From an optimization exercise on the open Yosys and OpenROAD flow, aimed at small area, a short achievable clock period and few clock cycles per item; shortcuts taken in it are not production practice.
In this exercise RTL edits were held to simulation tests only and were not proved equivalent to the original.
Power and IR drop assume default switching activity.

### flow/flow/run.sh
#!/bin/bash
# The standard layout (standard synthesis, floorplan, placement, CTS,
# routing, finish) with a larger setup margin for ORFS's repair_timing, so
# that the resizer keeps improving paths that already meet the 14 ns clock.
# The clock, constraints and every other setting are the standard flow's own.
set -euo pipefail
bash standard.sh SETUP_SLACK_MARGIN=7.6 finish > standard_flow.log 2>&1
### flow/standard.sh
#!/bin/bash
# synth_recipe.tcl (not shown) runs the flow's synth.tcl, then flattens the netlist and writes it again
# the make line also repeats each setting of config.mk as NAME=value (left out here)
make -C /OpenROAD-flow-scripts/flow DESIGN_CONFIG=/design/flow/config.mk WORK_HOME=/design/flow/orfs CLKGATE_MAP_FILE= SYNTH_SCRIPT=/design/flow/synth_recipe.tcl "${@:-finish}"
### flow/config.mk
export PLATFORM = sky130hd
export DESIGN_NAME = line21_batch
export DESIGN_NICKNAME = line21_batch
export VERILOG_FILES = /design/flow/design.v
export SDC_FILE = /design/flow/constraint.sdc
export NUM_CORES = 4
export LEC_CHECK = 0
export ABC_AREA = 1
export CAP_MARGIN = 20
export CORE_MARGIN = 2
export CORE_UTILIZATION = 40
export CTS_CLUSTER_DIAMETER = 80
export CTS_CLUSTER_SIZE = 28
export SLEW_MARGIN = 20
### flow/constraint.sdc
create_clock -name core_clock -period 14.0 [get_ports {clk}]
set_input_delay 2.8000 -clock core_clock [delete_from_list [all_inputs] [get_ports {clk}]]
set_output_delay 2.8000 -clock core_clock [all_outputs]
set_load 0.01 [all_outputs]
### flow/design.v
module l21_lane (
    input  wire        clk,
    input  wire        rst,           
    input  wire        go,            
    output wire        in_ready,
    input  wire        in_valid,
    input  wire [7:0]  in_data,
    input  wire        in_last,
    input  wire        in_empty,
    input  wire        in_err,
    output wire        res_valid,
    input  wire        res_take,
    output wire        res_tag,       
    output wire [13:0] res_pay        
);
    localparam C_BLANK     = 4'd1;
    localparam C_RUNIN_NF  = 4'd2;
    localparam C_RUNIN_OOR = 4'd3;
    localparam C_SANITY    = 4'd4;
    localparam C_OOR       = 4'd5;
    localparam C_PARITY    = 4'd6;
    localparam C_NOEDGE    = 4'd7;
    localparam C_ROW       = 4'd8;
    localparam D_START = 3'd0;      
    localparam D_COUNT = 3'd1;      
    localparam D_RISE  = 3'd2;      
    localparam D_SAN   = 3'd3;      
    localparam D_DATA  = 3'd4;      
    localparam D_OK    = 3'd5;      
    localparam D_SBIG  = 3'd6;      
    localparam D_FAIL  = 3'd7;      
    reg        loading;
    reg        sv;                   
    reg [7:0]  sd;
    reg        slast, sempty, serr;
    reg [8:0]  n;                    
    reg        ovf, err, empty, ldone;
    reg [7:0]  mx;                   
    reg [7:0]  t0, t1;               
    reg [1791:0] sr;                 
    reg [8:0]  jsw;                  
    assign in_ready = loading && (!ldone || res_take);
    wire       wr      = sv && !serr && !sempty;
    wire       grow    = wr && (sd > mx);
    wire       sd_ge36 = sd[7] | sd[6] | (sd[5] & (sd[4] | sd[3] | sd[2]));
    wire       sd_lt17 = !(sd[7] | sd[6] | sd[5] | (sd[4] & (sd[3] | sd[2] | sd[1] | sd[0])));
    wire       sd_gt142 = sd[7] & (sd[6] | sd[5] | sd[4] | (sd[3] & sd[2] & sd[1] & sd[0]));
    wire       mx_lt32 = !(mx[7] | mx[6] | mx[5]);
    wire       modeb   = sd_ge36 || !jsw[8];
    wire [6:0] code    = !modeb   ? sd[6:0] :
                         sd_lt17  ? 7'd0 :
                         sd_gt142 ? 7'd127 : {sd[6:4] - 3'd1, sd[3:0]};
    function [15:0] thr(input [7:0] x);
        case (x)
        8'd0: thr = {8'd0, 8'd0};
        8'd1: thr = {8'd1, 8'd1};
        8'd2: thr = {8'd2, 8'd1};
        8'd3: thr = {8'd2, 8'd2};
        8'd4: thr = {8'd3, 8'd2};
        8'd5: thr = {8'd3, 8'd3};
        8'd6: thr = {8'd4, 8'd3};
        8'd7: thr = {8'd4, 8'd4};
        8'd8: thr = {8'd5, 8'd4};
        8'd9: thr = {8'd6, 8'd5};
        8'd10: thr = {8'd6, 8'd5};
        8'd11: thr = {8'd7, 8'd5};
        8'd12: thr = {8'd7, 8'd6};
        8'd13: thr = {8'd8, 8'd6};
        8'd14: thr = {8'd8, 8'd7};
        8'd15: thr = {8'd9, 8'd7};
        8'd16: thr = {8'd9, 8'd8};
        8'd17: thr = {8'd10, 8'd8};
        8'd18: thr = {8'd11, 8'd9};
        8'd19: thr = {8'd11, 8'd9};
        8'd20: thr = {8'd12, 8'd9};
        8'd21: thr = {8'd12, 8'd10};
        8'd22: thr = {8'd13, 8'd10};
        8'd23: thr = {8'd13, 8'd11};
        8'd24: thr = {8'd14, 8'd11};
        8'd25: thr = {8'd14, 8'd12};
        8'd26: thr = {8'd15, 8'd12};
        8'd27: thr = {8'd16, 8'd13};
        8'd28: thr = {8'd16, 8'd13};
        8'd29: thr = {8'd17, 8'd14};
        8'd30: thr = {8'd17, 8'd14};
        8'd31: thr = {8'd18, 8'd14};
        8'd32: thr = {8'd18, 8'd15};
        8'd33: thr = {8'd19, 8'd15};
        8'd34: thr = {8'd20, 8'd16};
        8'd35: thr = {8'd20, 8'd16};
        8'd36: thr = {8'd21, 8'd17};
        8'd37: thr = {8'd21, 8'd17};
        8'd38: thr = {8'd22, 8'd18};
        8'd39: thr = {8'd22, 8'd18};
        8'd40: thr = {8'd23, 8'd18};
        8'd41: thr = {8'd23, 8'd19};
        8'd42: thr = {8'd24, 8'd19};
        8'd43: thr = {8'd25, 8'd20};
        8'd44: thr = {8'd25, 8'd20};
        8'd45: thr = {8'd26, 8'd21};
        8'd46: thr = {8'd26, 8'd21};
        8'd47: thr = {8'd27, 8'd22};
        8'd48: thr = {8'd27, 8'd22};
        8'd49: thr = {8'd28, 8'd23};
        8'd50: thr = {8'd28, 8'd23};
        8'd51: thr = {8'd29, 8'd23};
        8'd52: thr = {8'd30, 8'd24};
        8'd53: thr = {8'd30, 8'd24};
        8'd54: thr = {8'd31, 8'd25};
        8'd55: thr = {8'd31, 8'd25};
        8'd56: thr = {8'd32, 8'd26};
        8'd57: thr = {8'd32, 8'd26};
        8'd58: thr = {8'd33, 8'd27};
        8'd59: thr = {8'd34, 8'd27};
        8'd60: thr = {8'd34, 8'd27};
        8'd61: thr = {8'd35, 8'd28};
        8'd62: thr = {8'd35, 8'd28};
        8'd63: thr = {8'd36, 8'd29};
        8'd64: thr = {8'd36, 8'd29};
        8'd65: thr = {8'd37, 8'd30};
        8'd66: thr = {8'd37, 8'd30};
        8'd67: thr = {8'd38, 8'd31};
        8'd68: thr = {8'd39, 8'd31};
        8'd69: thr = {8'd39, 8'd32};
        8'd70: thr = {8'd40, 8'd32};
        8'd71: thr = {8'd40, 8'd32};
        8'd72: thr = {8'd41, 8'd33};
        8'd73: thr = {8'd41, 8'd33};
        8'd74: thr = {8'd42, 8'd34};
        8'd75: thr = {8'd42, 8'd34};
        8'd76: thr = {8'd43, 8'd35};
        8'd77: thr = {8'd44, 8'd35};
        8'd78: thr = {8'd44, 8'd36};
        8'd79: thr = {8'd45, 8'd36};
        8'd80: thr = {8'd45, 8'd36};
        8'd81: thr = {8'd46, 8'd37};
        8'd82: thr = {8'd46, 8'd37};
        8'd83: thr = {8'd47, 8'd38};
        8'd84: thr = {8'd48, 8'd38};
        8'd85: thr = {8'd48, 8'd39};
        8'd86: thr = {8'd49, 8'd39};
        8'd87: thr = {8'd49, 8'd40};
        8'd88: thr = {8'd50, 8'd40};
        8'd89: thr = {8'd50, 8'd41};
        8'd90: thr = {8'd51, 8'd41};
        8'd91: thr = {8'd51, 8'd41};
        8'd92: thr = {8'd52, 8'd42};
        8'd93: thr = {8'd53, 8'd42};
        8'd94: thr = {8'd53, 8'd43};
        8'd95: thr = {8'd54, 8'd43};
        8'd96: thr = {8'd54, 8'd44};
        8'd97: thr = {8'd55, 8'd44};
        8'd98: thr = {8'd55, 8'd45};
        8'd99: thr = {8'd56, 8'd45};
        8'd100: thr = {8'd56, 8'd45};
        8'd101: thr = {8'd57, 8'd46};
        8'd102: thr = {8'd58, 8'd46};
        8'd103: thr = {8'd58, 8'd47};
        8'd104: thr = {8'd59, 8'd47};
        8'd105: thr = {8'd59, 8'd48};
        8'd106: thr = {8'd60, 8'd48};
        8'd107: thr = {8'd60, 8'd49};
        8'd108: thr = {8'd61, 8'd49};
        8'd109: thr = {8'd62, 8'd50};
        8'd110: thr = {8'd62, 8'd50};
        8'd111: thr = {8'd63, 8'd50};
        8'd112: thr = {8'd63, 8'd51};
        8'd113: thr = {8'd64, 8'd51};
        8'd114: thr = {8'd64, 8'd52};
        8'd115: thr = {8'd65, 8'd52};
        8'd116: thr = {8'd65, 8'd53};
        8'd117: thr = {8'd66, 8'd53};
        8'd118: thr = {8'd67, 8'd54};
        8'd119: thr = {8'd67, 8'd54};
        8'd120: thr = {8'd68, 8'd54};
        8'd121: thr = {8'd68, 8'd55};
        8'd122: thr = {8'd69, 8'd55};
        8'd123: thr = {8'd69, 8'd56};
        8'd124: thr = {8'd70, 8'd56};
        8'd125: thr = {8'd70, 8'd57};
        8'd126: thr = {8'd71, 8'd57};
        8'd127: thr = {8'd72, 8'd58};
        8'd128: thr = {8'd72, 8'd58};
        8'd129: thr = {8'd73, 8'd59};
        8'd130: thr = {8'd73, 8'd59};
        8'd131: thr = {8'd74, 8'd59};
        8'd132: thr = {8'd74, 8'd60};
        8'd133: thr = {8'd75, 8'd60};
        8'd134: thr = {8'd76, 8'd61};
        8'd135: thr = {8'd76, 8'd61};
        8'd136: thr = {8'd77, 8'd62};
        8'd137: thr = {8'd77, 8'd62};
        8'd138: thr = {8'd78, 8'd63};
        8'd139: thr = {8'd78, 8'd63};
        8'd140: thr = {8'd79, 8'd63};
        8'd141: thr = {8'd79, 8'd64};
        8'd142: thr = {8'd80, 8'd64};
        8'd143: thr = {8'd81, 8'd65};
        8'd144: thr = {8'd81, 8'd65};
        8'd145: thr = {8'd82, 8'd66};
        8'd146: thr = {8'd82, 8'd66};
        8'd147: thr = {8'd83, 8'd67};
        8'd148: thr = {8'd83, 8'd67};
        8'd149: thr = {8'd84, 8'd68};
        8'd150: thr = {8'd84, 8'd68};
        8'd151: thr = {8'd85, 8'd68};
        8'd152: thr = {8'd86, 8'd69};
        8'd153: thr = {8'd86, 8'd69};
        8'd154: thr = {8'd87, 8'd70};
        8'd155: thr = {8'd87, 8'd70};
        8'd156: thr = {8'd88, 8'd71};
        8'd157: thr = {8'd88, 8'd71};
        8'd158: thr = {8'd89, 8'd72};
        8'd159: thr = {8'd90, 8'd72};
        8'd160: thr = {8'd90, 8'd72};
        8'd161: thr = {8'd91, 8'd73};
        8'd162: thr = {8'd91, 8'd73};
        8'd163: thr = {8'd92, 8'd74};
        8'd164: thr = {8'd92, 8'd74};
        8'd165: thr = {8'd93, 8'd75};
        8'd166: thr = {8'd93, 8'd75};
        8'd167: thr = {8'd94, 8'd76};
        8'd168: thr = {8'd95, 8'd76};
        8'd169: thr = {8'd95, 8'd77};
        8'd170: thr = {8'd96, 8'd77};
        8'd171: thr = {8'd96, 8'd77};
        8'd172: thr = {8'd97, 8'd78};
        8'd173: thr = {8'd97, 8'd78};
        8'd174: thr = {8'd98, 8'd79};
        8'd175: thr = {8'd98, 8'd79};
        8'd176: thr = {8'd99, 8'd80};
        8'd177: thr = {8'd100, 8'd80};
        8'd178: thr = {8'd100, 8'd81};
        8'd179: thr = {8'd101, 8'd81};
        8'd180: thr = {8'd101, 8'd81};
        8'd181: thr = {8'd102, 8'd82};
        8'd182: thr = {8'd102, 8'd82};
        8'd183: thr = {8'd103, 8'd83};
        8'd184: thr = {8'd104, 8'd83};
        8'd185: thr = {8'd104, 8'd84};
        8'd186: thr = {8'd105, 8'd84};
        8'd187: thr = {8'd105, 8'd85};
        8'd188: thr = {8'd106, 8'd85};
        8'd189: thr = {8'd106, 8'd86};
        8'd190: thr = {8'd107, 8'd86};
        8'd191: thr = {8'd107, 8'd86};
        8'd192: thr = {8'd108, 8'd87};
        8'd193: thr = {8'd109, 8'd87};
        8'd194: thr = {8'd109, 8'd88};
        8'd195: thr = {8'd110, 8'd88};
        8'd196: thr = {8'd110, 8'd89};
        8'd197: thr = {8'd111, 8'd89};
        8'd198: thr = {8'd111, 8'd90};
        8'd199: thr = {8'd112, 8'd90};
        8'd200: thr = {8'd112, 8'd90};
        8'd201: thr = {8'd113, 8'd91};
        8'd202: thr = {8'd114, 8'd91};
        8'd203: thr = {8'd114, 8'd92};
        8'd204: thr = {8'd115, 8'd92};
        8'd205: thr = {8'd115, 8'd93};
        8'd206: thr = {8'd116, 8'd93};
        8'd207: thr = {8'd116, 8'd94};
        8'd208: thr = {8'd117, 8'd94};
        8'd209: thr = {8'd118, 8'd95};
        8'd210: thr = {8'd118, 8'd95};
        8'd211: thr = {8'd119, 8'd95};
        8'd212: thr = {8'd119, 8'd96};
        8'd213: thr = {8'd120, 8'd96};
        8'd214: thr = {8'd120, 8'd97};
        8'd215: thr = {8'd121, 8'd97};
        8'd216: thr = {8'd121, 8'd98};
        8'd217: thr = {8'd122, 8'd98};
        8'd218: thr = {8'd123, 8'd99};
        8'd219: thr = {8'd123, 8'd99};
        8'd220: thr = {8'd124, 8'd99};
        8'd221: thr = {8'd124, 8'd100};
        8'd222: thr = {8'd125, 8'd100};
        8'd223: thr = {8'd125, 8'd101};
        8'd224: thr = {8'd126, 8'd101};
        8'd225: thr = {8'd126, 8'd102};
        8'd226: thr = {8'd127, 8'd102};
        8'd227: thr = {8'd128, 8'd103};
        8'd228: thr = {8'd128, 8'd103};
        8'd229: thr = {8'd129, 8'd104};
        8'd230: thr = {8'd129, 8'd104};
        8'd231: thr = {8'd130, 8'd104};
        8'd232: thr = {8'd130, 8'd105};
        8'd233: thr = {8'd131, 8'd105};
        8'd234: thr = {8'd132, 8'd106};
        8'd235: thr = {8'd132, 8'd106};
        8'd236: thr = {8'd133, 8'd107};
        8'd237: thr = {8'd133, 8'd107};
        8'd238: thr = {8'd134, 8'd108};
        8'd239: thr = {8'd134, 8'd108};
        8'd240: thr = {8'd135, 8'd108};
        8'd241: thr = {8'd135, 8'd109};
        8'd242: thr = {8'd136, 8'd109};
        8'd243: thr = {8'd137, 8'd110};
        8'd244: thr = {8'd137, 8'd110};
        8'd245: thr = {8'd138, 8'd111};
        8'd246: thr = {8'd138, 8'd111};
        8'd247: thr = {8'd139, 8'd112};
        8'd248: thr = {8'd139, 8'd112};
        8'd249: thr = {8'd140, 8'd113};
        8'd250: thr = {8'd140, 8'd113};
        8'd251: thr = {8'd141, 8'd113};
        8'd252: thr = {8'd142, 8'd114};
        8'd253: thr = {8'd142, 8'd114};
        8'd254: thr = {8'd143, 8'd115};
        8'd255: thr = {8'd143, 8'd115};
        default: thr = 16'd0;
        endcase
    endfunction
    function [3:0] bwt(input [6:0] l);
        case (l)
        7'd13: bwt = 4'd2;
        7'd14: bwt = 4'd3;
        7'd15: bwt = 4'd3;
        7'd16: bwt = 4'd3;
        7'd17: bwt = 4'd3;
        7'd18: bwt = 4'd3;
        7'd19: bwt = 4'd3;
        7'd20: bwt = 4'd4;
        7'd21: bwt = 4'd4;
        7'd22: bwt = 4'd4;
        7'd23: bwt = 4'd4;
        7'd24: bwt = 4'd4;
        7'd25: bwt = 4'd4;
        7'd26: bwt = 4'd4;
        7'd27: bwt = 4'd5;
        7'd28: bwt = 4'd5;
        7'd29: bwt = 4'd5;
        7'd30: bwt = 4'd5;
        7'd31: bwt = 4'd5;
        7'd32: bwt = 4'd5;
        7'd33: bwt = 4'd5;
        7'd34: bwt = 4'd6;
        7'd35: bwt = 4'd6;
        7'd36: bwt = 4'd6;
        7'd37: bwt = 4'd6;
        7'd38: bwt = 4'd6;
        7'd39: bwt = 4'd6;
        7'd40: bwt = 4'd7;
        7'd41: bwt = 4'd7;
        7'd42: bwt = 4'd7;
        7'd43: bwt = 4'd7;
        7'd44: bwt = 4'd7;
        7'd45: bwt = 4'd7;
        7'd46: bwt = 4'd7;
        7'd47: bwt = 4'd8;
        7'd48: bwt = 4'd8;
        7'd49: bwt = 4'd8;
        7'd50: bwt = 4'd8;
        7'd51: bwt = 4'd8;
        7'd52: bwt = 4'd8;
        7'd53: bwt = 4'd9;
        7'd54: bwt = 4'd9;
        7'd55: bwt = 4'd9;
        7'd56: bwt = 4'd9;
        7'd57: bwt = 4'd9;
        7'd58: bwt = 4'd9;
        7'd59: bwt = 4'd9;
        7'd60: bwt = 4'd10;
        7'd61: bwt = 4'd10;
        7'd62: bwt = 4'd10;
        7'd63: bwt = 4'd10;
        7'd64: bwt = 4'd10;
        7'd65: bwt = 4'd10;
        7'd66: bwt = 4'd10;
        7'd67: bwt = 4'd11;
        7'd68: bwt = 4'd11;
        7'd69: bwt = 4'd11;
        7'd70: bwt = 4'd11;
        7'd71: bwt = 4'd11;
        7'd72: bwt = 4'd11;
        7'd73: bwt = 4'd12;
        7'd74: bwt = 4'd12;
        7'd75: bwt = 4'd12;
        7'd76: bwt = 4'd12;
        default: bwt = 4'd0;
        endcase
    endfunction
    wire [15:0] thr_sd = thr(sd);
    wire [7:0]  t0_sd  = thr_sd[7:0];
    wire [7:0]  t1_sd  = thr_sd[15:8];
    reg [8:0]  j;
    reg [8:0]  lag;                  
    reg [8:0]  jf;                   
    reg        fv;                   
    reg [7:0]  fs;
    reg        fc1, fc0;             
    reg [2:0]  ph;
    reg        prev;
    reg [7:0]  amin;                 
    reg [7:0]  rmin;                 
    reg [3:0]  start;
    reg [3:0]  tcnt;
    reg [6:0]  stop;
    reg [3:0]  bw;
    reg [17:0] hist;                 
    reg [3:0]  cd;
    reg [3:0]  k;
    reg [1:0]  s32;                  
    reg [15:0] db;
    wire       flip  = (amin < t0) || (rmin < t1);
    wire       fin   = (ph == D_OK) || (ph == D_SBIG) || (ph == D_FAIL);
    wire       wr_ok = wr && !n[8];
    wire       dend  = fin || (j == n);
    wire       drain = ldone && !dend && !flip && !(err || ovf || empty);
    wire       sh    = wr_ok || drain;
    wire       direct = lag[8];
    wire [223:0] taps;                
    genvar q;
    generate
        for (q = 0; q < 32; q = q + 1) begin : tp
            assign taps[7*q +: 7] = sr[56*q + 49 +: 7];
        end
    endgenerate
    wire [6:0] tapc  = taps[7*lag[7:3] +: 7];
    wire [7:0] tapv  = (jf < jsw)       ? {1'b0, tapc} :
                       (tapc == 7'd0)   ? 8'd0 :
                       (tapc == 7'd127) ? 8'd255 : {{1'b0, tapc[6:4]} + 4'd1, tapc[3:0]};
    wire       fetch = !direct && sh && (lag[2:0] == 3'b111) && (jf < n) && !flip;
    wire       proc  = (direct ? wr_ok : fv) && !fin;
    wire [7:0] s     = direct ? sd : fs;
    wire       c1    = direct ? (sd >= t1) : fc1;
    wire       c0    = direct ? (sd < t0) : fc0;
    wire       b     = c1 | (!c0 & prev);
    wire       rise1 = b & !prev;
    wire [8:0] lrun  = j - {5'd0, start};                
    wire [3:0] bw_l  = bwt(lrun[6:0]);                   
    wire [2:0] h     = bw[3:1];
    wire [3:0] d2    = bw - {1'b0, h};                    
    wire [4:0] d3    = {1'b0, bw} + {1'b0, d2};           
    wire       b_m2  = hist[d2 - 1'b1];
    wire       b_m3  = hist[d3 - 1'b1];
    wire [9:0] w3    = {n, 1'b0} + {1'b0, n};            
    wire [9:0] s5    = {1'b0, stop, 2'b00} + {3'b0, stop};  
    wire [10:0] s10  = {stop, 3'b000} + {3'b0, stop, 1'b0};
    wire [8:0] st20  = {start, 4'b0000} + {2'b0, start, 2'b00};
    wire       st_bad   = (st20 > n);
    wire       stop_bad = !(({1'b0, n} <= s5) && (s10 <= {1'b0, w3}));
    reg  [3:0] cause;
    always @(*) begin
        if (err || ovf)                     cause = C_ROW;
        else if (empty || mx_lt32)          cause = C_BLANK;
        else if (ph == D_START)             cause = C_RUNIN_NF;
        else if (ph == D_SBIG || st_bad)    cause = C_RUNIN_OOR;
        else if (ph == D_COUNT)             cause = C_RUNIN_NF;
        else if (ph == D_FAIL && tcnt != 4'd15) cause = C_RUNIN_OOR;    
        else if (stop_bad)                  cause = C_RUNIN_OOR;
        else if (ph == D_RISE)              cause = C_NOEDGE;
        else if (ph == D_SAN)               cause = C_OOR;
        else if (ph == D_FAIL)              cause = C_SANITY;
        else if (ph == D_DATA)              cause = C_OOR;
        else if (!(^db[7:0]) || !(^db[15:8])) cause = C_PARITY;
        else                                cause = 4'd0;
    end
    assign res_valid = ldone && (err || ovf || empty || mx_lt32 || (dend && !flip));
    assign res_tag   = (cause == 4'd0);
    assign res_pay   = res_tag ? {db[14:8], db[6:0]} : {10'd0, cause};
    always @(posedge clk) begin
        if (sh)
            sr <= {sr[1784:0], code};
    end
    always @(posedge clk) begin
        if (rst) begin
            loading <= 1'b0;
            sv      <= 1'b0;
        end else begin
            if (go)
                loading <= 1'b1;
            sv <= in_ready && in_valid;
            if (in_ready && in_valid) begin
                sd     <= in_data;
                slast  <= in_last;
                sempty <= in_empty;
                serr   <= in_err;
                if (in_last || in_empty || in_err)
                    loading <= 1'b0;
            end
        end
        if (rst || res_take) begin
            n       <= 9'd0;
            ovf     <= 1'b0;
            err     <= 1'b0;
            empty   <= 1'b0;
            ldone   <= 1'b0;
            mx      <= 8'd0;
            t0      <= 8'd0;
            t1      <= 8'd0;
            j       <= 9'd0;
            lag     <= 9'h1ff;
            jf      <= 9'd0;
            fv      <= 1'b0;
            jsw     <= 9'h100;
            ph      <= D_START;
            prev    <= 1'b0;
            amin    <= 8'hff;
            rmin    <= 8'hff;
        end else begin
            if (sv) begin
                if (serr)
                    err <= 1'b1;
                else if (sempty)
                    empty <= 1'b1;
                else begin
                    if (n[8])
                        ovf <= 1'b1;
                    else
                        n <= n + 1'b1;
                end
                if (serr || sempty || slast)
                    ldone <= 1'b1;
            end
            if (wr_ok && modeb && jsw[8])
                jsw <= n;
            if (grow) begin
                mx <= sd;
                t0 <= t0_sd;
                t1 <= t1_sd;
            end
            fv <= fetch;
            if (fetch) begin
                fs  <= tapv;
                fc1 <= (tapv >= t1);
                fc0 <= (tapv < t0);
                jf  <= jf + 1'b1;
            end
            if (flip) begin
                j    <= 9'd0;
                jf   <= 9'd0;
                lag  <= n - !wr_ok;
                ph   <= D_START;
                prev <= 1'b0;
                amin <= 8'hff;
                rmin <= 8'hff;
            end else begin
                if (sh && !fetch && !direct)
                    lag <= lag + 1'b1;
            end
            if (!flip && proc) begin
                j    <= j + 1'b1;
                prev <= b;
                hist <= {hist[16:0], b};
                if (b && s < amin)  amin <= s;
                if (rise1 && s < rmin) rmin <= s;
                case (ph)
                D_START: if (b) begin
                    start <= j[3:0];
                    tcnt  <= 4'd0;
                    ph    <= (j[8:4] != 5'd0 || (j[3] & j[2] & (j[1] | j[0]))) ? D_SBIG : D_COUNT;
                end
                D_COUNT: if (b != prev) begin
                    if (tcnt == 4'd12) begin
                        stop <= j[6:0];
                        bw   <= bw_l;
                        if (j[8] | j[7] | (j[6] & (j[5] | j[4] | (j[3] & j[2] & (j[1] | j[0])))))
                            ph <= D_FAIL;           
                        else
                            ph <= D_RISE;
                    end else
                        tcnt <= tcnt + 1'b1;
                end
                D_RISE: if (b) begin
                    s32 <= {b_m3, b_m2};
                    cd  <= {1'b0, h} - 1'b1;
                    ph  <= D_SAN;
                end
                D_SAN: if (cd == 4'd0) begin
                    if ({s32, b} != 3'b001) begin
                        tcnt <= 4'd15;              
                        ph   <= D_FAIL;
                    end else begin
                        k  <= 4'd0;
                        cd <= bw - 1'b1;
                        ph <= D_DATA;
                    end
                end else
                    cd <= cd - 1'b1;
                D_DATA: if (cd == 4'd0) begin
                    db <= {b, db[15:1]};
                    k  <= k + 1'b1;
                    cd <= bw - 1'b1;
                    if (k == 4'd15)
                        ph <= D_OK;
                end else
                    cd <= cd - 1'b1;
                default: ;
                endcase
            end
        end
    end
endmodule
module line21_batch (
    input  wire        clk,
    input  wire        rst,             
    input  wire        csr_we,
    input  wire        csr_re,
    input  wire [2:0]  csr_num,
    input  wire [9:0]  csr_wdata,
    output reg  [9:0]  csr_rdata,
    input  wire        fl_we,
    input  wire [3:0]  fl_index,
    input  wire [7:0]  fl_handle,
    input  wire        cmd_valid,
    output wire        cmd_ready,
    input  wire [1:0]  cmd_op,
    output wire [1:0]  rs_req_valid,
    input  wire [1:0]  rs_req_ready,
    output wire [15:0] rs_req_handle,
    output wire [19:0] rs_req_row,
    input  wire [1:0]  rs_valid,
    output wire [1:0]  rs_ready,
    input  wire [15:0] rs_data,
    input  wire [1:0]  rs_last,
    input  wire [1:0]  rs_empty,
    input  wire [1:0]  rs_err,
    output wire        out_valid,
    input  wire        out_ready,
    output wire [7:0]  out_data,
    output wire        out_tag,
    output wire [3:0]  out_cause,
    output wire        out_first,
    output wire        out_last
);
    localparam NMAX = 15;
    localparam RD   = 4;                
    localparam RB   = 2;
    reg [7:0]  fl [0:14];
    reg [3:0]  batch_n;
    reg [9:0]  row;
    reg [1:0]  par_limit;
    reg        busy, done, row_error;
    reg [3:0]  err_index;
    reg [3:0]  next;
    reg [3:0]  disp;
    reg        beat;                    
    reg [RD-1:0] rfull;
    reg        rtag [0:RD-1];
    reg [13:0] rpay [0:RD-1];
    reg [1:0]  lreq;                    
    reg [1:0]  lload;                   
    reg [1:0]  lcnt [0:1];              
    reg [3:0]  lf0 [0:1];               
    reg [3:0]  lf1 [0:1];               
    reg [7:0]  lhandle [0:1];
    wire [1:0]  go = lreq & rs_req_ready;
    wire [1:0]  l_in_ready;
    wire [1:0]  l_res_valid;
    wire [1:0]  l_res_tag;
    wire [13:0] l_res_pay [0:1];
    wire [1:0]  take = {lcnt[1] != 2'd0, lcnt[0] != 2'd0} & l_res_valid;
    wire [1:0]  fbeat = rs_ready & rs_valid & (rs_last | rs_empty | rs_err);
    genvar g;
    generate
        for (g = 0; g < 2; g = g + 1) begin : lane
            l21_lane u_lane (
                .clk       (clk),
                .rst       (rst),
                .go        (go[g]),
                .in_ready  (l_in_ready[g]),
                .in_valid  (rs_valid[g]),
                .in_data   (rs_data[8*g +: 8]),
                .in_last   (rs_last[g]),
                .in_empty  (rs_empty[g]),
                .in_err    (rs_err[g]),
                .res_valid (l_res_valid[g]),
                .res_take  (take[g]),
                .res_tag   (l_res_tag[g]),
                .res_pay   (l_res_pay[g])
            );
            assign rs_req_valid[g]         = lreq[g];
            assign rs_req_handle[8*g +: 8] = lhandle[g];
            assign rs_req_row[10*g +: 10]  = row;
            assign rs_ready[g]             = l_in_ready[g];
        end
    endgenerate
    wire [1:0] cnt0   = lcnt[0] - {1'b0, take[0]};
    wire [1:0] cnt1   = lcnt[1] - {1'b0, take[1]};
    wire [1:0] hold   = {cnt1 != 2'd0, cnt0 != 2'd0};
    wire [1:0] nhold  = {1'b0, hold[0]} + {1'b0, hold[1]};
    wire [1:0] pfree  = ~lreq & (~lload | fbeat);
    wire       can0   = pfree[0] && !cnt0[1] && (hold[0] || (nhold < {1'b0, par_limit}));
    wire       can1   = pfree[1] && !cnt1[1] && (hold[1] || (nhold < {1'b0, par_limit}));
    wire [3:0] ahead  = disp - next;
    wire       more   = busy && (disp < batch_n) && (ahead < RD);
    wire       d0     = more && can0 && (!hold[0] || !(can1 && !hold[1]));
    wire       d1     = more && can1 && !d0;
    wire [RB-1:0] nslot   = next[RB-1:0];
    wire       slot_ready = busy && (next < batch_n) && rfull[nslot];
    wire       ntag       = rtag[nslot];
    wire [13:0] npay      = rpay[nslot];
    assign out_valid = slot_ready;
    assign out_tag   = ntag;
    assign out_data  = !ntag ? 8'd0 : beat ? {1'b0, npay[13:7]} : {1'b0, npay[6:0]};
    assign out_cause = ntag ? 4'd0 : npay[3:0];
    assign out_first = !beat;
    assign out_last  = beat && (next == batch_n - 1'b1);
    assign cmd_ready = !busy;
    wire   bstart    = cmd_valid && !busy && (cmd_op == 2'b01);
    always @(*) begin
        case (csr_num)
            3'd0:    csr_rdata = {6'd0, batch_n};
            3'd1:    csr_rdata = row;
            3'd2:    csr_rdata = {8'd0, par_limit};
            3'd3:    csr_rdata = {7'd0, row_error, done, busy};
            3'd4:    csr_rdata = {6'd0, err_index};
            3'd5:    csr_rdata = {6'd0, next};
            3'd6:    csr_rdata = {6'd0, disp};
            default: csr_rdata = 10'd0;
        endcase
    end
    wire       rerr0 = take[0] && !l_res_tag[0] && (l_res_pay[0][3:0] == 4'd8);
    wire       rerr1 = take[1] && !l_res_tag[1] && (l_res_pay[1][3:0] == 4'd8);
    wire [3:0] rerr_min = (rerr0 && rerr1) ? ((lf0[0] < lf0[1]) ? lf0[0] : lf0[1]) :
                          rerr0 ? lf0[0] : lf0[1];
    integer l;
    always @(posedge clk) begin
        if (rst) begin
            batch_n   <= 4'd0;
            row       <= 10'd0;
            par_limit <= 2'd2;
            busy      <= 1'b0;
            done      <= 1'b0;
            row_error <= 1'b0;
            err_index <= 4'd0;
            next      <= 4'd0;
            disp      <= 4'd0;
            beat      <= 1'b0;
            lreq      <= 2'b00;
            lload     <= 2'b00;
            lcnt[0]   <= 2'd0;
            lcnt[1]   <= 2'd0;
            rfull     <= {RD{1'b0}};
        end else begin
            if (!busy && fl_we && fl_index != 4'd15)
                fl[fl_index] <= fl_handle;
            if (!busy && csr_we) begin
                case (csr_num)
                    3'd0: batch_n   <= (csr_wdata > NMAX) ? NMAX : csr_wdata[3:0];
                    3'd1: row       <= csr_wdata;
                    3'd2: par_limit <= (csr_wdata == 10'd1) ? 2'd1 : 2'd2;
                    default: ;
                endcase
            end
            if (bstart) begin
                busy      <= 1'b1;
                done      <= 1'b0;
                row_error <= 1'b0;
                next      <= 4'd0;
                disp      <= 4'd0;
                beat      <= 1'b0;
                rfull     <= {RD{1'b0}};
            end
            for (l = 0; l < 2; l = l + 1) begin
                if (go[l]) begin
                    lreq[l]  <= 1'b0;
                    lload[l] <= 1'b1;
                end
                if (fbeat[l])
                    lload[l] <= 1'b0;
                if (take[l]) begin
                    rfull[lf0[l][RB-1:0]] <= 1'b1;
                    rtag[lf0[l][RB-1:0]]  <= l_res_tag[l];
                    rpay[lf0[l][RB-1:0]]  <= l_res_pay[l];
                    lf0[l] <= lf1[l];
                end
            end
            lcnt[0] <= cnt0 + {1'b0, d0};
            lcnt[1] <= cnt1 + {1'b0, d1};
            if (rerr0 || rerr1) begin
                row_error <= 1'b1;
                if (!row_error || rerr_min < err_index)
                    err_index <= rerr_min;
            end
            if (d0) begin
                lreq[0]    <= 1'b1;
                if (cnt0 == 2'd0) lf0[0] <= disp; else lf1[0] <= disp;
                lhandle[0] <= fl[disp];
                disp       <= disp + 1'b1;
            end
            if (d1) begin
                lreq[1]    <= 1'b1;
                if (cnt1 == 2'd0) lf0[1] <= disp; else lf1[1] <= disp;
                lhandle[1] <= fl[disp];
                disp       <= disp + 1'b1;
            end
            if (out_valid && out_ready) begin
                if (beat) begin
                    beat <= 1'b0;
                    next <= next + 1'b1;
                    rfull[nslot] <= 1'b0;
                end else
                    beat <= 1'b1;
            end
            if (busy && (next == batch_n || (out_valid && out_ready && out_last))) begin
                busy <= 1'b0;
                done <= 1'b1;
            end
        end
    end
endmodule
==> results of run 1 <==
what timing repair did:
item	CTS	global route
hold buffers	0	0
hold endpoints to repair	0	0
gates resized for setup	121	9
setup buffers	6	2
gates cloned	0	0
pin swaps	7	4
endpoints found under the setup margin	25	96
routing by layer:
| layer | vias up | wire length [um] |
|---|---|---|
| met5 | - | 0 |
| met4 | 0 | 6660 |
| met3 | 437 | 13800 |
| met2 | 1945 | 121000 |
| met1 | 37600 | 131000 |
| li1 | 34500 | - |
cell type report:
cell class                      instances  area [sq um]  area share [%]
Sequential cell                      4202        124000            75.2
Multi-Input combinational cell       4137         24200            14.7
Tap cell                             4994          6250            3.80
Clock buffer                          224          4910            2.99
Inverter                              652          2490            1.52
Timing Repair Buffer                  238          2260            1.37
Clock inverter                         39           602           0.366
Antenna cell                            3          7.51         0.00456
logic make-up (layout without fill, tap and decap cells):
logic type	Yosys count	count (layout)	share of synthesized area (%)
simple gates	2037	2037	5.68
buf+inv	909	1153	2.30
compound gates	1573	1573	6.12
xor+xnor	140	140	0.811
other cells	1	4	0.00248
mux	4	4	0.0265
fa+ha+maj	382	382	3.22
flops	4202	4202	81.8
report_power, final:
group	internal [uW]	total, uW	switching, uW	leakage (uW)
clock	2650	6340	3690	0.00267
combinational	41.4	119	77.4	0.0134
sequential	13500	13500	7.50	0.0376
sequential cells by signal (all words and copies together), names as in the netlist, 18 cells and up, named ones only:
signal / count
lane.u_lane.sr: 3584
lane.u_lane.hist: 36
fl: 120
lane.u_lane.n: 18
lane.u_lane.jsw: 18
lane.u_lane.lag: 18
lane.u_lane.jf: 18
lane.u_lane.db: 32
lane.u_lane.j: 18
rpay: 56
path summary, 6_finish.rpt:
kind | end | cells after the start | startpoint
max | csr_rdata[1] | 7 | csr_num[1]
min | lane[0].u_lane.sr[503]$_DFFE_PN_ | 0 | lane[0].u_lane.sr[496]$_DFFE_PN_
max reg2reg | lane[1].u_lane.sr[1533]$_DFFE_PN_ | 16 | lane[1].u_lane.t0[1]$_SDFFE_PP0P_
min reg2reg | lane[0].u_lane.sr[503]$_DFFE_PN_ | 0 | lane[0].u_lane.sr[496]$_DFFE_PN_
stage by stage:
step / total power (uW) / utilization (%) / std cells / hold WS, ns / setup WS [ns]
after CTS: 20300 / 43.7 / 14500 / 0.354 / 7.55
after detailed placement: 13900 / 42.2 / 14200 / 0.405 / 6.40
after floorplan: 13900 / - / 9248 / 0.400 / -33.66
after global placement: 13900 / 42.2 / 14200 / 0.400 / 6.41
after global routing: 20700 / 43.8 / 14500 / 0.361 / 7.47
final: 20000 / 43.8 / 14500 / 0.374 / 7.55
layout by cell type, fill, tap and decap left out, types with 10 or more instances in the layout:
cell	count
a211oi_1	41
o21a_1	29
clkbuf_1	32
nand3_1	180
a31oi_1	35
clkbuf_16	191
ha_1	370
o22ai_1	179
dfxtp_1	223
o21ai_0	632
nor3_1	66
o31ai_1	14
fa_1	12
xor2_1	96
o221ai_1	79
o211ai_1	70
clkinv_1	20
nor4_1	14
clkdlybuf4s50_1	110
buf_12	10
inv_1	588
buf_4	95
nand4_1	65
nor2_1	746
nand2_2	27
edfxtp_1	3964
inv_2	33
nand3_2	22
nor2_2	16
a21oi_1	361
o2111ai_1	13
a221oi_1	13
xnor2_1	44
nand2_1	850
dfxtp_2	12
==> flow_summary.ini, run 1 <==
[synthesis]
synth.distinct_cells = 79
syn_area_sq_mm = 0.151
synth_commonest_cells = edfxtp_1, nand2_1, nor2_1
synthTopCellsByArea = edfxtp_1, dfxtp_1, ha_1
syn_area_per_cell_sq_um = 16.4
yosysTopAreaCell = edfxtp_1
synth_edf_count = 3964
synth_top_area_share_pct = 78.7
synth_flop_cell = edfxtp_1
syn_nets = 9690
yosysSeqAreaShare_pct = 81.8
synth_cells = 9248
async_flop_share_pct = 0
synth-seq-cells = 4202
synth_most_common_cell = edfxtp_1
yosys_warnings = 10

[setup_path]
crit_buf_inv = 3
critPathMaxFanout = 5
crit_type = in -> out
critPathTopFamily = compound AO/OA/AOI/OAI gates
cpPeakStageDelay_ns = 0.20
r2r_slack_ns = 8.04
path_cells = buf_12 > inv_6 > nand3_4 > o22ai_2 > a221oi_2 > o2111ai_1 > buf_2
cp_slowest_cell = a221oi_2
crit_path_end_kind = output pin
cp.arrival_ns = 3.65
crit_required_ns = 11.20
crit_path_start_kind = primary input

[grt]
grt-ovfl-total = 0
use_met3_pct = 1.86
grt_pass1_wl_um = 422000
antenna_found_initial = 5
grt_pass1_vias = 72100
met2_usage_pct = 20.8
met1_usage_pct = 21.1
grt_util_all_layers_pct = 13.8
grt-busiest-layer = met1
grt_max_degree = 208

[run]
drv_cap = 0

[pwr]
p_per_area_mw_per_mm2 = 122
ir_worst_vdd_mv = 0.0969
power_leakage_uw = 0.0537

[finish]
drive_gt1_share_pct = 5.72
fin_nets = 9862
fillers = 32700
area_delta_synth_final_pct = 8.80
stdcell_area_sq_mm = 0.165

[clock_tree]
cts_buffers = 189
cts_tree = yes
htreeDepth = 4
clkLatencyLatePin_ns = 0.90
path_clk_slew_ns = 0.10
root_buffer = clkbuf_16
clock_path_buffers = 4
clock_sinks = 4202

[timing]
hold_viol_final = 0
max_slew.worst_pin.slew_ns = 1.10
setup_viol = 0
fin_skew_ns = 0.0738
timing.final.max_slew_violations = 0
setup_tns_ns = 0
rsz0062_at_grt = true
max_freq_mhz = 155
slew_headroom_pct = 26.4
post-route-min-period_ns = 6.45
timing.final.crit_share_pct = 46.1

[floorplan]
num_io_pins = 127
die_h_um = 619
coreArea_sq_mm = 0.376
die_area_sq_mm = 0.383
rows = 225
dieWidth_um = 619
start_util_pct = 40.2

[detailed_routing]
vias_per_cell = 5.14
ant_nets = 0
drtPass1Iterations = 6
wl_um = 273000
wl_per_cell_um = 18.8
drt_iter0_drc = 7771
drc_errors = 0
via_count = 74500

[placed_design]
gp_congestion = 0.865
dpl-instance-area_sq_mm = 0.159
port_buffers = 124
dp.final_hpwl_um = 160000

[worst_hold_path]
hold_class = reg -> reg

[status]
status = no timing/DRC/antenna violations
Testbench counts, summed over its fixed seeds: cycles 60,509, frames 720.
==> run 2, diff against run 1 <==
--- a/flow/config.mk
+++ b/flow/config.mk
@@ -8,7 +8,7 @@
 export ABC_AREA = 1
 export CAP_MARGIN = 20
 export CORE_MARGIN = 2
-export CORE_UTILIZATION = 40
+export CORE_UTILIZATION = 50
 export CTS_CLUSTER_DIAMETER = 80
-export CTS_CLUSTER_SIZE = 28
+export CTS_CLUSTER_SIZE = 30
 export SLEW_MARGIN = 20
==> flow_summary.ini, run 2 <==
[status]
status = no timing/DRC/antenna violations

[finish]
largest_register = lane.u_lane.sr
fin_nets = 9847
stdcell_area_sq_mm = 0.163
largest_reg_flops = 3584
final_cell_mix = edfxtp_1, nand2_1, nor2_1
layout_commonest_cell = edfxtp_1
drive_gt1_share_pct = 5.88
area_delta_synth_final_pct = 7.98

[timing]
setup_tns_ns = 0
fin_skew_ns = 0.0574
max_slew.worst_pin.slew_ns = 1.09
hold_viol_final = 0
setup_viol = 0
slew_headroom_pct = 27.5
whs_ns = 0.391
rsz0062_at_grt = true
max_freq_mhz = 154
timing.final.crit_share_pct = 46.3
timing.final.max_slew_violations = 0
final.setup.worst_slack_ns = 7.52
post-route-min-period_ns = 6.48

[pwr]
power_leakage_uw = 0.0536
switching_share_pct = 19.0
p_per_area_mw_per_mm2 = 122
total_power_uw = 20000
p_int_uw = 16200
p_clk_share_pct = 31.6
switching_power_uw = 3790
combPwrFrac_pct = 0.6
ir_worst_vdd_mv = 0.139
pwr-share-seq_pct = 67.8

[clock_tree]
htreeDepth = 4
ctsHoldBuffers = 0
cts_buffers = 181
clock_path_buffers = 4
path_clk_slew_ns = 0.11
cts_tree = yes
root_buffer = clkbuf_16
clock_sinks = 4202
clkLatencyLatePin_ns = 0.90

[detailed_routing]
drtPass1Iterations = 6
wl_um = 272000
wl_met1_um = 131000
drc_errors = 0
via_count = 74400
drt_iter0_drc = 8351
top_layer = met5
met3_length_um = 14700
wl_per_cell_um = 20.2
ant_nets = 0
vias_per_cell = 5.53
wl_met2_um = 121000

[setup_path]
cpPeakStageDelay_ns = 0.26
cp.arrival_ns = 3.68
critPathMaxFanout = 4
path_cells = buf_12 > nor2_4 > nand2_2 > inv_4 > a221oi_2 > o2111ai_1 > buf_2
cp_slowest_cell = a221oi_2
r2r_slack_ns = 8.10
crit_path_end_kind = output pin
reg2regPathDepth = 11
crit_required_ns = 11.20
crit_path_start_kind = primary input
crit_type = in -> out

[grt]
antenna_found_initial = 4
grt_pass1_vias = 71600
grt_util_all_layers_pct = 17.3
grt_pass1_wl_um = 418000
grt_max_degree = 209
grt-ovfl-total = 0

[synthesis]
syn_nets = 9690
synth_cells = 9248
syn_area_sq_mm = 0.151
async_flop_share_pct = 0
synth_flop_cell = edfxtp_1
synth.distinct_cells = 79
synth_edf_count = 3964
synthTopCellsByArea = edfxtp_1, dfxtp_1, ha_1
yosys_warnings = 10
yosysTopAreaCell = edfxtp_1
syn_area_per_cell_sq_um = 16.4
synth-seq-cells = 4202
synth_most_common_cell = edfxtp_1
yosysSeqAreaShare_pct = 81.8
synth_top_area_share_pct = 78.7
synth_commonest_cells = edfxtp_1, nand2_1, nor2_1

[floorplan]
coreArea_sq_mm = 0.301
start_util_pct = 50.3
die_h_um = 554
dieWidth_um = 554
rows = 201
num_io_pins = 127
die_area_sq_mm = 0.307

[worst_hold_path]
hold_class = reg -> reg
worstHoldPathCells = 0

[placed_design]
dpl-instance-area_sq_mm = 0.157
gp_congestion = 0.875
port_buffers = 124
pre_cts_slack_ns = 6.35
dp.final_hpwl_um = 161000

[run]
drv_cap = 0
[run 2: cell counts after synthesis]
Identical to the previous run, type by type.
[run 2: area by class of cell]
class / instances / area [sq um]
timing repair buffer: 231 / 2250
clock buffer: 210 / 4720
antenna: 7 / 17.5
tap: 3958 / 4950
fill: 23200 / 137000
sequential: 4202 / 124000
multi-input combinational: 4137 / 24300
inverter: 652 / 2490
clock inverter: 60 / 816
[run 2: path summary, 6_finish.rpt]
check,start,to
setup / recovery,csr_num[0],csr_rdata[1]
hold / removal,lane[0].u_lane.sr[467]$_DFFE_PN_,lane[0].u_lane.sr[474]$_DFFE_PN_
hold reg to reg,lane[0].u_lane.sr[467]$_DFFE_PN_,lane[0].u_lane.sr[474]$_DFFE_PN_
setup reg to reg,lane[1].u_lane.serr$_DFFE_PP_,lane[1].u_lane.sr[1618]$_DFFE_PN_
[run 2: cell families (layout without fill, tap and decap cells)]
kind of cell,Yosys count,in the layout,synth area share [%]
AO/OA/AOI/OAI,1573,1573,6.12
XOR/XNOR,140,140,0.811
adder cells (fa/ha/maj),382,382,3.22
buffers and inverters,909,1153,2.30
flip-flops,4202,4202,81.8
multiplexers,4,4,0.0265
other,1,8,0.00248
AND/OR/NAND/NOR,2037,2037,5.68
[run 2: layer usage]
layer,vias up,track usage [%]
met5,-,0
met4,2,3.96
li1,34500,-
met1,37600,27.0
met3,371,2.32
met2,1978,25.9
[run 2: repair_timing]
action	CTS	global route
gates resized for setup	125	32
pin swaps	5	4
buffers inserted	7	0
endpoints found under the setup margin	114	413
[run 2: worst max-delay path: cells and delay by family]
kind                   cells  cell delay [ns]
AO/OA/AOI/OAI              2             0.42
buffers and inverters      3             0.33
AND/OR/NAND/NOR            2             0.13
[run 2: stage by stage]
stage	utilization, %	cells
floorplan	-	9248
global placement	52.4	13200
detailed placement	52.4	13200
CTS	54.3	13400
global route	54.3	13500
finish	54.4	13500
[run 2: power by group through the flow]
stage                     logic [uW]  clock network, uW  registers (uW)
after floorplan                 60.4                  0           13800
after global placement           110                  0           13800
after detailed placement         113                  0           13800
after CTS                        117               6600           13500
after global routing             131               6990           13500
final                            119               6310           13500

afterwards: timing with drivers on the ports:
No port has a modelled driver above. Below, the same layouts with a new extraction and two added sets of constraints.
Step 1, drivers: a clkbuf_16 drives clk and a buf_2 each remaining input, both assumed.
Step 2 adds t to the input delays and takes it off the output delays; t is the mean of the earliest and latest rising clock arrival at the registers after step 1. Input paths then give back, and output paths get back, about the clock's delay inside the block.
Three values: ideal, step 1, step 2; two values: the first two.
| run | t (ns) | setup WS [ns] | hold WS [ns] | cell pins on the clock port's net |
|---|---|---|---|---|
| run 1 | 0.964 | 7.548 / 7.484 / 7.484 | 0.374 / 0.374 / 0.374 | 1 |
| run 2 | 0.974 | 7.516 / 7.450 / 7.450 | 0.391 / 0.391 / 0.391 | 1 |
After both steps every run listed still meets setup and hold. The setup slack of run 2, which loses most, moves by -0.066 ns with the drivers and by -0.066 ns with both steps.
